From an optimization exercise on the open Yosys and OpenROAD flow, aimed at small area and a short achievable clock period; shortcuts taken in it are not production practice.
The RTL was checked by simulation tests, not by an equivalence proof against the original design.
Power and IR drop assume default switching activity.

==> inputs of tundra <==
==> flow/design.v (excerpt) <==
module viking_core (
    input  wire        clk,
    input  wire        rst,           
    input  wire [31:0] budget,        
    output wire        mem_req,
    output wire        mem_we,
    output wire [14:0] mem_addr,
    output wire [23:0] mem_wdata,
    input  wire [23:0] mem_rdata,
    input  wire        mem_ready,
    output wire        done,
    output wire [23:0] reg_a,
    output wire [23:0] reg_b,
    output wire [14:0] reg_x1,
    output wire [14:0] reg_x2,
    output wire [14:0] reg_x3,
    output wire [14:0] reg_pc,
    output wire        flag_overflow,
    output wire        flag_halted,
    output wire [63:0] cost_cycles,
    output wire        diag_valid,
    output wire [5:0]  diag_op,
    output wire [14:0] diag_fa
);
    localparam [5:0] OP_HLT = 6'o00, OP_XEC = 6'o02, OP_STB = 6'o03, OP_STA = 6'o05,
                     OP_ADD = 6'o10, OP_SUB = 6'o11, OP_SKG = 6'o12, OP_SKN = 6'o13,
                     OP_ANA = 6'o15, OP_ORA = 6'o16, OP_ERA = 6'o17,
  ...
Settings: LEC_CHECK=0, CAP_MARGIN=20, CORE_MARGIN=2, CORE_UTILIZATION=40, PLACE_DENSITY=0.6, SLEW_MARGIN=20; clock period 12.0 ns.
standard.sh (not shown) runs the stock make flow with config.mk's settings and CLKGATE_MAP_FILE= SYNTH_SCRIPT=/design/flow/synth_recipe.tcl, a recipe that flattens the netlist after the stock synthesis.
==> flow/flow/run.sh <==
#!/bin/bash
set -uo pipefail
bash standard.sh SETUP_SLACK_MARGIN=7 finish > standard_make.log 2>&1
status=$?
exit $status
==> zinc (differences from tundra) <==
--- a/flow/design.v
+++ b/flow/design.v
@@ -43,44 +43,52 @@
     reg [14:0] N;          
     reg [14:0] N2;         
     reg        skipf;      
     reg [3:0]  depth;
     reg        bstop;      
     reg        az;         
     reg [23:0] M;          
     reg        k_mem, k_wr, k_bad, k_hlt, k_xec, k_jmp, k_jpl, k_jze, k_jmi, k_jnz;
-    reg        k_sh, k_lda, k_ldb, k_ldx, k_tab, k_iab, k_als, k_w;
-    reg        k_sta, k_stb, k_jsl, k_skg, k_skn, k_add, k_sub, k_ana, k_ora, k_era;
-    reg        k_mpy, k_div;
-    reg [5:0]  k_cost;
+    reg        k_sta, k_stb, k_jsl, k_six1, k_six2, k_six3;
+    reg [5:0]  k_cost;     
+    reg        k_free;     
     reg        w_add, w_dif, w_swap, w_sgn, w_and, w_or, w_xor, w_mpy, w_div, w_dovf;
     reg        wp;
     reg        md_busy, md_div, md_fin, md_sgn, md_cin;
     reg [4:0]  md_cnt;
     reg [23:0] Cr;         
     wire stopped  = halted | bstop;
     wire boundary = (st == S_F) | fresh;
     assign done   = boundary & stopped & ~md_busy & ~wp;
+    wire k_sh  = (op == OP_ARS) | (op == OP_ALS), k_als = (op == OP_ALS);
+    wire k_lda = (op == OP_LDA), k_ldb = (op == OP_LDB), k_tab = (op == OP_TAB);
+    wire k_iab = (op == OP_IAB), k_ldx = (op == OP_LDX);
+    wire k_skg = (op == OP_SKG), k_skn = (op == OP_SKN), k_add = (op == OP_ADD);
+    wire k_sub = (op == OP_SUB), k_ana = (op == OP_ANA), k_ora = (op == OP_ORA);
+    wire k_era = (op == OP_ERA), k_mpy = (op == OP_MPY), k_div = (op == OP_DIV);
+    wire k_w   = k_add | k_sub | k_ana | k_ora | k_era | k_mpy | k_div;
     wire xec_lim = k_xec & (depth == 4'd8);
     wire op_halt = k_hlt | k_bad | xec_lim;
     wire taken   = k_jmp | k_xec | (k_jpl & ~A[23] & ~az) | (k_jze & az) |
                    (k_jmi & A[23]) | (k_jnz & ~az);
     wire [14:0] x_exec = (xsel == 2'd1) ? X1 : (xsel == 2'd2) ? X2 :
                          (xsel == 2'd3) ? X3 : 15'd0;
-    wire e_hold  = (fresh & stopped) | md_busy;
+    wire e_hold  = (fresh & stopped) | (md_busy & ~k_free);
     wire e_act   = (st == S_E) & ~e_hold;
     wire e_go    = e_act & (mem_ready | op_halt);
     wire e_fetch = ~k_mem & ~op_halt;       
     wire sel_ea = (st == S_I) | ((st == S_E) & (k_mem | taken));
     assign mem_addr  = sel_ea ? ea : (skipf ? N2 : N);
     assign mem_req   = (st == S_F) ? ~stopped :
                        (st == S_I) ? ~(fresh & stopped) : (e_act & ~op_halt);
     assign mem_we    = e_act & k_wr;
-    assign mem_wdata = k_sta ? A : k_stb ? B : k_jsl ? {9'd0, N} : {9'd0, x_exec};
+    assign mem_wdata = ({24{k_sta}} & A) | ({24{k_stb}} & B) | ({24{k_jsl}} & {9'd0, N}) |
+                       ({24{k_six1}} & {9'd0, X1}) | ({24{k_six2}} & {9'd0, X2}) |
+                       ({24{k_six3}} & {9'd0, X3});
     wire [14:0] addr_inc = mem_addr + 15'd1;
     wire [14:0] addr_in2 = {mem_addr[14:1] + 14'd1, mem_addr[0]};
     wire f_go = ((st == S_F) & ~stopped & mem_ready) | (e_go & e_fetch);
     wire [23:0] rd = mem_rdata;
     wire [5:0]  ro = rd[23:18];
     wire r_hlt = (ro == OP_HLT), r_xec = (ro == OP_XEC), r_stb = (ro == OP_STB),
          r_sta = (ro == OP_STA), r_add = (ro == OP_ADD), r_sub = (ro == OP_SUB),
          r_skg = (ro == OP_SKG), r_skn = (ro == OP_SKN), r_ana = (ro == OP_ANA),
@@ -101,30 +109,29 @@
     always @(*) begin
         if (r_jpl | r_jze | r_jmi | r_jnz) r_cost = 6'd6;
         else if (r_mpy) r_cost = 6'd28;
         else if (r_div) r_cost = 6'd44;
         else if (r_ldx) r_cost = 6'd5;
         else if (r_mem | r_iab) r_cost = 6'd10;
         else r_cost = 6'd5;
     end
-    wire [14:0] x_fetch = (rd[16:15] == 2'd1) ? X1 : (rd[16:15] == 2'd2) ? X2 :
-                          (rd[16:15] == 2'd3) ? X3 : 15'd0;
-    wire [14:0] ea_f = rd[14:0] + x_fetch;
-    wire [5:0]  cost   = k_cost + (k_sh ? {1'b0, ea[4:0]} : 6'd0);
+    wire [14:0] ea_x1 = rd[14:0] + X1;
+    wire [14:0] ea_x2 = rd[14:0] + X2;
+    wire [14:0] ea_x3 = rd[14:0] + X3;
+    wire [14:0] ea_f  = (rd[16:15] == 2'd1) ? ea_x1 : (rd[16:15] == 2'd2) ? ea_x2 :
+                        (rd[16:15] == 2'd3) ? ea_x3 : rd[14:0];
+    wire [5:0]  cost   = k_cost;
     wire [63:0] cycles_sum = cycles + {58'd0, cost};
     wire [33:0] bo1 = {2'b00, cycles[31:0]};
     wire [33:0] bo2 = {2'b00, ~budget};
     wire [33:0] bo3 = {28'd0, k_cost};
-    wire [33:0] bo4 = {29'd0, (k_sh ? ea[4:0] : 5'd0)};
     wire [33:0] bs1 = bo1 ^ bo2 ^ bo3;
     wire [33:0] bc1 = {((bo1 & bo2) | (bo1 & bo3) | (bo2 & bo3)), 1'b0};
-    wire [33:0] bs2 = bs1 ^ bc1 ^ bo4;
-    wire [33:0] bc2 = {((bs1 & bc1) | (bs1 & bo4) | (bc1 & bo4)), 1'b0};
-    wire [33:0] bsum = bs2 + bc2 + 34'd1;
+    wire [33:0] bsum = bs1 + bc1 + 34'd1;
     wire        bstop_sum = (budget != 32'd0) &&
                             ((cycles[63:32] != 32'd0) || (bsum[33:32] != 2'd0));
     wire        rd_zero = (rd[22:0] == 23'd0);
     wire        gt      = A[22:0] > rd[22:0];
     wire        eqm     = A[22:0] == rd[22:0];
     wire        a_neg   = A[23] & ~az;
     wire        r_neg   = rd[23] & ~rd_zero;
     wire        skg_gt  = (~a_neg & r_neg) | (~a_neg & ~r_neg & gt) |
@@ -292,16 +299,17 @@
                 end else if (!md_div) begin
                     md_cin <= mlow[4];
                     Cr     <= l4c[27:4];
                     if (md_cnt == 5'd0) md_fin <= 1'b1;
                 end else if (md_cnt == 5'd0) begin
                     md_busy <= 1'b0;
                 end
             end
+            if ((st == S_E) && !md_busy) M <= rd;
             if (f_go) begin
                 op     <= ro;
                 xsel   <= rd[16:15];
                 ea     <= ea_f;
                 P      <= mem_addr;
                 N      <= addr_inc;
                 N2     <= addr_in2;
                 skipf  <= 1'b0;
@@ -311,42 +319,30 @@
                 k_bad  <= ~r_impl;
                 k_hlt  <= r_hlt;
                 k_xec  <= r_xec;
                 k_jmp  <= r_jmp;
                 k_jpl  <= r_jpl;
                 k_jze  <= r_jze;
                 k_jmi  <= r_jmi;
                 k_jnz  <= r_jnz;
-                k_sh   <= r_ars | r_als;
-                k_als  <= r_als;
-                k_lda  <= r_lda;
-                k_ldb  <= r_ldb;
-                k_ldx  <= r_ldx & (rd[16:15] != 2'd0);
-                k_tab  <= r_tab;
-                k_iab  <= r_iab;
-                k_w    <= r_w;
                 k_sta  <= r_sta;
+                k_cost <= r_cost + (((r_ars | r_als) & ~rd[17]) ? {1'b0, ea_f[4:0]} : 6'd0);
+                k_six1 <= r_six & (rd[16:15] == 2'd1);
+                k_six2 <= r_six & (rd[16:15] == 2'd2);
+                k_six3 <= r_six & (rd[16:15] == 2'd3);
+                k_free <= r_xec | r_jmp | r_jsl | r_hlt | ~r_impl | r_ldx | r_nop | r_six;
                 k_stb  <= r_stb;
                 k_jsl  <= r_jsl;
-                k_skg  <= r_skg;
-                k_skn  <= r_skn;
-                k_add  <= r_add;
-                k_sub  <= r_sub;
-                k_ana  <= r_ana;
-                k_ora  <= r_ora;
-                k_era  <= r_era;
-                k_mpy  <= r_mpy;
-                k_div  <= r_div;
-                k_cost <= r_cost;
             end
             case (st)
                 S_F: if (f_go) fresh <= 1'b0;
                 S_I: if (mem_ready && !(fresh && stopped)) begin
                     ea <= rd[14:0];
+                    if (k_sh) k_cost <= k_cost + {1'b0, rd[4:0]};
                     st <= S_E;
                 end
                 default: if (e_go) begin
                     depth <= (k_xec & ~xec_lim) ? depth + 4'd1 : 4'd0;
                     if (op_halt) begin
                         st    <= S_F;
                         fresh <= 1'b0;
                         if (!k_hlt) begin P <= N; end
@@ -357,30 +353,29 @@
                         if (k_jsl) begin
                             P  <= addr_inc;
                             N  <= addr_inc;
                             N2 <= addr_in2;
                         end else begin
                             P     <= N;
                             skipf <= skip;
                         end
-                        M      <= rd;
                         wp     <= k_w;
                         w_add  <= (k_add | k_sub) & ~eff_sub;
                         w_dif  <= (k_add | k_sub) & eff_sub;
                         w_swap <= (k_add | k_sub) & eff_sub & ~gt & ~eqm;
                         w_sgn  <= eff_sub ? (~eqm & (gt ? A[23] : m_sgn))
                                           : (A[23] & ~(az & rd_zero));
                         w_and  <= k_ana;
                         w_or   <= k_ora;
                         w_xor  <= k_era;
                         w_mpy  <= k_mpy;
                         w_div  <= k_div & ~(gt | eqm);
                         w_dovf <= k_div & (gt | eqm);
-                        md_sgn <= (B[23] ^ rd[23]) & (B[22:0] != 23'd0) & ~rd_zero;
+                        if (k_mpy) md_sgn <= (B[23] ^ rd[23]) & (B[22:0] != 23'd0) & ~rd_zero;
                         if (k_ldx) begin
                             case (xsel)
                                 2'd1: X1 <= rd[14:0];
                                 2'd2: X2 <= rd[14:0];
                                 2'd3: X3 <= rd[14:0];
                                 default: ;
                             endcase
                         end
==> flow/run.sh (new file) <==
#!/bin/bash
# synth_recipe.tcl (not shown) runs the flow's synth.tcl, then flattens the netlist and writes it again
# the make line also repeats each setting of config.mk as NAME=value (left out here)
make -C /OpenROAD-flow-scripts/flow DESIGN_CONFIG=/design/flow/config.mk WORK_HOME=/design/flow/orfs CLKGATE_MAP_FILE= SYNTH_SCRIPT=/design/flow/synth_recipe.tcl finish
- SETUP_SLACK_MARGIN: default -> 5
removed: flow/flow/run.sh
removed: flow/standard.sh
==> lagoon (differences from tundra) <==
--- a/flow/design.v
+++ b/flow/design.v
@@ -43,44 +43,61 @@
     reg [14:0] N;          
     reg [14:0] N2;         
     reg        skipf;      
     reg [3:0]  depth;
     reg        bstop;      
     reg        az;         
     reg [23:0] M;          
     reg        k_mem, k_wr, k_bad, k_hlt, k_xec, k_jmp, k_jpl, k_jze, k_jmi, k_jnz;
-    reg        k_sh, k_lda, k_ldb, k_ldx, k_tab, k_iab, k_als, k_w;
-    reg        k_sta, k_stb, k_jsl, k_skg, k_skn, k_add, k_sub, k_ana, k_ora, k_era;
-    reg        k_mpy, k_div;
-    reg [5:0]  k_cost;
+    reg        k_sta, k_stb, k_jsl, k_six1, k_six2, k_six3;
+    reg        k_free;
+    reg        a_sel;      
+    reg        a_cj;       
     reg        w_add, w_dif, w_swap, w_sgn, w_and, w_or, w_xor, w_mpy, w_div, w_dovf;
     reg        wp;
     reg        md_busy, md_div, md_fin, md_sgn, md_cin;
     reg [4:0]  md_cnt;
     reg [23:0] Cr;         
     wire stopped  = halted | bstop;
     wire boundary = (st == S_F) | fresh;
     assign done   = boundary & stopped & ~md_busy & ~wp;
+    wire k_sh  = (op == OP_ARS) | (op == OP_ALS), k_als = (op == OP_ALS);
+    wire k_lda = (op == OP_LDA), k_ldb = (op == OP_LDB), k_tab = (op == OP_TAB);
+    wire k_iab = (op == OP_IAB), k_ldx = (op == OP_LDX);
+    wire k_skg = (op == OP_SKG), k_skn = (op == OP_SKN), k_add = (op == OP_ADD);
+    wire k_sub = (op == OP_SUB), k_ana = (op == OP_ANA), k_ora = (op == OP_ORA);
+    wire k_era = (op == OP_ERA), k_mpy = (op == OP_MPY), k_div = (op == OP_DIV);
+    wire k_w   = k_add | k_sub | k_ana | k_ora | k_era | k_mpy | k_div;
+    reg [5:0] k_cost;
+    always @(*) begin
+        if ((op == OP_JPL) | (op == OP_JZE) | (op == OP_JMI) | (op == OP_JNZ)) k_cost = 6'd6;
+        else if (k_mpy) k_cost = 6'd28;
+        else if (k_div) k_cost = 6'd44;
+        else if (k_ldx) k_cost = 6'd5;
+        else if (k_mem | k_iab) k_cost = 6'd10;
+        else k_cost = 6'd5;
+    end
     wire xec_lim = k_xec & (depth == 4'd8);
     wire op_halt = k_hlt | k_bad | xec_lim;
-    wire taken   = k_jmp | k_xec | (k_jpl & ~A[23] & ~az) | (k_jze & az) |
-                   (k_jmi & A[23]) | (k_jnz & ~az);
     wire [14:0] x_exec = (xsel == 2'd1) ? X1 : (xsel == 2'd2) ? X2 :
                          (xsel == 2'd3) ? X3 : 15'd0;
-    wire e_hold  = (fresh & stopped) | md_busy;
+    wire e_hold  = (fresh & stopped) | (md_busy & ~k_free);
     wire e_act   = (st == S_E) & ~e_hold;
     wire e_go    = e_act & (mem_ready | op_halt);
     wire e_fetch = ~k_mem & ~op_halt;       
-    wire sel_ea = (st == S_I) | ((st == S_E) & (k_mem | taken));
+    wire sel_ea = a_sel | (a_cj & ((k_jpl & ~A[23] & ~az) | (k_jze & az) |
+                                   (k_jmi & A[23]) | (k_jnz & ~az)));
     assign mem_addr  = sel_ea ? ea : (skipf ? N2 : N);
     assign mem_req   = (st == S_F) ? ~stopped :
                        (st == S_I) ? ~(fresh & stopped) : (e_act & ~op_halt);
     assign mem_we    = e_act & k_wr;
-    assign mem_wdata = k_sta ? A : k_stb ? B : k_jsl ? {9'd0, N} : {9'd0, x_exec};
+    assign mem_wdata = ({24{k_sta}} & A) | ({24{k_stb}} & B) | ({24{k_jsl}} & {9'd0, N}) |
+                       ({24{k_six1}} & {9'd0, X1}) | ({24{k_six2}} & {9'd0, X2}) |
+                       ({24{k_six3}} & {9'd0, X3});
     wire [14:0] addr_inc = mem_addr + 15'd1;
     wire [14:0] addr_in2 = {mem_addr[14:1] + 14'd1, mem_addr[0]};
     wire f_go = ((st == S_F) & ~stopped & mem_ready) | (e_go & e_fetch);
     wire [23:0] rd = mem_rdata;
     wire [5:0]  ro = rd[23:18];
     wire r_hlt = (ro == OP_HLT), r_xec = (ro == OP_XEC), r_stb = (ro == OP_STB),
          r_sta = (ro == OP_STA), r_add = (ro == OP_ADD), r_sub = (ro == OP_SUB),
          r_skg = (ro == OP_SKG), r_skn = (ro == OP_SKN), r_ana = (ro == OP_ANA),
@@ -92,28 +109,21 @@
          r_jmi = (ro == OP_JMI), r_jnz = (ro == OP_JNZ), r_jmp = (ro == OP_JMP),
          r_nop = (ro == OP_NOP);
     wire r_impl = r_hlt | r_xec | r_stb | r_sta | r_add | r_sub | r_skg | r_skn | r_ana |
                   r_ora | r_era | r_ldb | r_lda | r_jsl | r_mpy | r_div | r_ars | r_als |
                   r_tab | r_ldx | r_iab | r_six | r_jpl | r_jze | r_jmi | r_jnz | r_jmp | r_nop;
     wire r_wr  = r_sta | r_stb | r_jsl | r_six;
     wire r_w   = r_add | r_sub | r_ana | r_ora | r_era | r_mpy | r_div;
     wire r_mem = r_wr | r_w | r_lda | r_ldb | r_skg | r_skn | (r_ldx & (rd[16:15] != 2'd0));
-    reg [5:0] r_cost;
-    always @(*) begin
-        if (r_jpl | r_jze | r_jmi | r_jnz) r_cost = 6'd6;
-        else if (r_mpy) r_cost = 6'd28;
-        else if (r_div) r_cost = 6'd44;
-        else if (r_ldx) r_cost = 6'd5;
-        else if (r_mem | r_iab) r_cost = 6'd10;
-        else r_cost = 6'd5;
-    end
-    wire [14:0] x_fetch = (rd[16:15] == 2'd1) ? X1 : (rd[16:15] == 2'd2) ? X2 :
-                          (rd[16:15] == 2'd3) ? X3 : 15'd0;
-    wire [14:0] ea_f = rd[14:0] + x_fetch;
+    wire [14:0] ea_x1 = rd[14:0] + X1;
+    wire [14:0] ea_x2 = rd[14:0] + X2;
+    wire [14:0] ea_x3 = rd[14:0] + X3;
+    wire [14:0] ea_f  = (rd[16:15] == 2'd1) ? ea_x1 : (rd[16:15] == 2'd2) ? ea_x2 :
+                        (rd[16:15] == 2'd3) ? ea_x3 : rd[14:0];
     wire [5:0]  cost   = k_cost + (k_sh ? {1'b0, ea[4:0]} : 6'd0);
     wire [63:0] cycles_sum = cycles + {58'd0, cost};
     wire [33:0] bo1 = {2'b00, cycles[31:0]};
     wire [33:0] bo2 = {2'b00, ~budget};
     wire [33:0] bo3 = {28'd0, k_cost};
     wire [33:0] bo4 = {29'd0, (k_sh ? ea[4:0] : 5'd0)};
     wire [33:0] bs1 = bo1 ^ bo2 ^ bo3;
     wire [33:0] bc1 = {((bo1 & bo2) | (bo1 & bo3) | (bo2 & bo3)), 1'b0};
@@ -240,16 +250,18 @@
             P        <= 15'd0;
             N        <= 15'd0;
             N2       <= 15'd1;
             skipf    <= 1'b0;
             overflow <= 1'b0;
             halted   <= 1'b0;
             cycles   <= 64'd0;
             st       <= S_F;
+            a_sel    <= 1'b0;
+            a_cj     <= 1'b0;
             fresh    <= 1'b0;
             depth    <= 4'd0;
             bstop    <= 1'b0;
             wp       <= 1'b0;
             w_add    <= 1'b0;
             w_dif    <= 1'b0;
             w_swap   <= 1'b0;
             w_and    <= 1'b0;
@@ -292,95 +304,89 @@
                 end else if (!md_div) begin
                     md_cin <= mlow[4];
                     Cr     <= l4c[27:4];
                     if (md_cnt == 5'd0) md_fin <= 1'b1;
                 end else if (md_cnt == 5'd0) begin
                     md_busy <= 1'b0;
                 end
             end
+            if ((st == S_E) && !md_busy) M <= rd;
             if (f_go) begin
                 op     <= ro;
                 xsel   <= rd[16:15];
                 ea     <= ea_f;
                 P      <= mem_addr;
                 N      <= addr_inc;
                 N2     <= addr_in2;
                 skipf  <= 1'b0;
                 st     <= rd[17] ? S_I : S_E;
+                a_sel  <= rd[17] | r_mem | r_jmp | r_xec;
+                a_cj   <= ~rd[17] & (r_jpl | r_jze | r_jmi | r_jnz);
                 k_mem  <= r_mem;
                 k_wr   <= r_wr;
                 k_bad  <= ~r_impl;
                 k_hlt  <= r_hlt;
                 k_xec  <= r_xec;
                 k_jmp  <= r_jmp;
                 k_jpl  <= r_jpl;
                 k_jze  <= r_jze;
                 k_jmi  <= r_jmi;
                 k_jnz  <= r_jnz;
-                k_sh   <= r_ars | r_als;
-                k_als  <= r_als;
-                k_lda  <= r_lda;
-                k_ldb  <= r_ldb;
-                k_ldx  <= r_ldx & (rd[16:15] != 2'd0);
-                k_tab  <= r_tab;
-                k_iab  <= r_iab;
-                k_w    <= r_w;
                 k_sta  <= r_sta;
+                k_six1 <= r_six & (rd[16:15] == 2'd1);
+                k_six2 <= r_six & (rd[16:15] == 2'd2);
+                k_six3 <= r_six & (rd[16:15] == 2'd3);
+                k_free <= r_xec | r_jmp | r_jsl | r_hlt | ~r_impl | r_ldx | r_nop | r_six;
                 k_stb  <= r_stb;
                 k_jsl  <= r_jsl;
-                k_skg  <= r_skg;
-                k_skn  <= r_skn;
-                k_add  <= r_add;
-                k_sub  <= r_sub;
-                k_ana  <= r_ana;
-                k_ora  <= r_ora;
-                k_era  <= r_era;
-                k_mpy  <= r_mpy;
-                k_div  <= r_div;
-                k_cost <= r_cost;
             end
             case (st)
                 S_F: if (f_go) fresh <= 1'b0;
                 S_I: if (mem_ready && !(fresh && stopped)) begin
                     ea <= rd[14:0];
                     st <= S_E;
+                    a_sel <= k_mem | k_jmp | k_xec;
+                    a_cj  <= k_jpl | k_jze | k_jmi | k_jnz;
                 end
                 default: if (e_go) begin
                     depth <= (k_xec & ~xec_lim) ? depth + 4'd1 : 4'd0;
                     if (op_halt) begin
                         st    <= S_F;
+                        a_sel <= 1'b0;
+                        a_cj  <= 1'b0;
                         fresh <= 1'b0;
                         if (!k_hlt) begin P <= N; end
                         else        begin N <= P; end
                     end else if (k_mem) begin
                         st    <= S_F;
+                        a_sel <= 1'b0;
+                        a_cj  <= 1'b0;
                         fresh <= 1'b0;
                         if (k_jsl) begin
                             P  <= addr_inc;
                             N  <= addr_inc;
                             N2 <= addr_in2;
                         end else begin
                             P     <= N;
                             skipf <= skip;
                         end
-                        M      <= rd;
                         wp     <= k_w;
                         w_add  <= (k_add | k_sub) & ~eff_sub;
                         w_dif  <= (k_add | k_sub) & eff_sub;
                         w_swap <= (k_add | k_sub) & eff_sub & ~gt & ~eqm;
                         w_sgn  <= eff_sub ? (~eqm & (gt ? A[23] : m_sgn))
                                           : (A[23] & ~(az & rd_zero));
                         w_and  <= k_ana;
                         w_or   <= k_ora;
                         w_xor  <= k_era;
                         w_mpy  <= k_mpy;
                         w_div  <= k_div & ~(gt | eqm);
                         w_dovf <= k_div & (gt | eqm);
-                        md_sgn <= (B[23] ^ rd[23]) & (B[22:0] != 23'd0) & ~rd_zero;
+                        if (k_mpy) md_sgn <= (B[23] ^ rd[23]) & (B[22:0] != 23'd0) & ~rd_zero;
                         if (k_ldx) begin
                             case (xsel)
                                 2'd1: X1 <= rd[14:0];
                                 2'd2: X2 <= rd[14:0];
                                 2'd3: X3 <= rd[14:0];
                                 default: ;
                             endcase
                         end
- CAP_MARGIN: 20 -> 5
- SLEW_MARGIN: 20 -> 5
==> comparison table <==
| metric | tundra | zinc | lagoon |
|---|---|---|---|
| Outcome | timing/DRC/antenna clean | timing/DRC/antenna clean | timing/DRC/antenna clean |
| Max IR drop VDD | 97.4 uV | 105 uV | 102 uV |
| Flip-flop and latch share of the layout cell area | 18.4% | 18.2% | 17.1% |
| Global-route wire length before repair | 246000 um | 260000 um | 247000 um |
| Sequential group power | 0.00143 W | 0.00132 W | 0.00132 W |
| Net Sw Frac | 44.4% | 39.8% | 38.9% |
| Worst Hold Launch | k_era | N2[2] | w_dovf |
| Min-Delay Endpoint | w_xor | N2[2] | overflow |
| Count of instances resized after the clock tree is built | 163 | 0 | 191 |
| Portion of the post-synthesis area used by sequential elements | 22.3% | 21.3% | 21.0% |
| Routed WL per cell | 28.0 um | 29.5 um | 27.7 um |
| Count of multi-input gates | 3715 | 3786 | 3729 |
| Startpoint-to-endpoint class of the critical path | flop to flop | flop to primary output | flop to flop |
| Worst Max-Slew Pin Slew | 1.30 ns | 1.15 ns | 1.12 ns |
| Crit path largest cell delay | 0.78 ns | 0.66 ns | 0.44 ns |
| Pleak | 18.2 nW | 16.9 nW | 18.1 nW |
| Clock input transition at the sequential cells of the worst setup and hold paths | 0.06 ns | 0.06 ns | 0.07 ns |
| Crit path buf inv count | 4 | 2 | 3 |
| Storage cell area | 0.00803 mm2 | 0.00763 mm2 | 0.00750 mm2 |
| Headroom to the max-slew limit | 13.0% | 23.0% | 25.2% |
| P per Cell Area | 137 mW/mm2 | 102 mW/mm2 | 102 mW/mm2 |
| Final cell count without fillers | 6149 | 6165 | 6202 |
| Post-layout total power | 0.00598 W | 0.00429 W | 0.00446 W |
| Synth cell types | 93 | 89 | 92 |
| Average vias per placed instance | 6.27 | 6.36 | 6.29 |
| Area of all placed cells without fillers | 0.0436 mm2 | 0.0419 mm2 | 0.0437 mm2 |
Testbench counts of tundra, summed over its fixed seeds: clk cycles 269,191.
Testbench counts of zinc, summed over its fixed seeds: clk cycles 266,924.
Testbench counts of lagoon, summed over its fixed seeds: clk cycles 266,924.

[what the ideal ports hide]
The flow's constraints put no driver on any port. The routed layouts listed below were extracted and timed again, unchanged, in two steps.
Step 1, drivers: a clkbuf_16 drives clk and a buf_2 each remaining input, both assumed.
Step 2, shift: input delay + t, output delay - t, t = (earliest + latest rising clock arrival at the registers) / 2. This alone moves slack from input paths to output paths.
a / b / c = no drivers / after step 1 / after step 2; a / b = the first two.
run | shift t [ns] | setup slack, ns | pins driven straight from the clock port
tundra | 0.669 | 6.778 / 6.778 / 6.165 | 1
zinc | 0.687 | 5.368 / 5.296 / 5.211 | 1
lagoon | 0.662 | 7.003 / 6.938 / 6.458 | 1
After both steps every run listed still meets setup and hold. The setup slack of tundra, which loses most, moves by 0.000 ns with the drivers and by -0.613 ns with both steps.
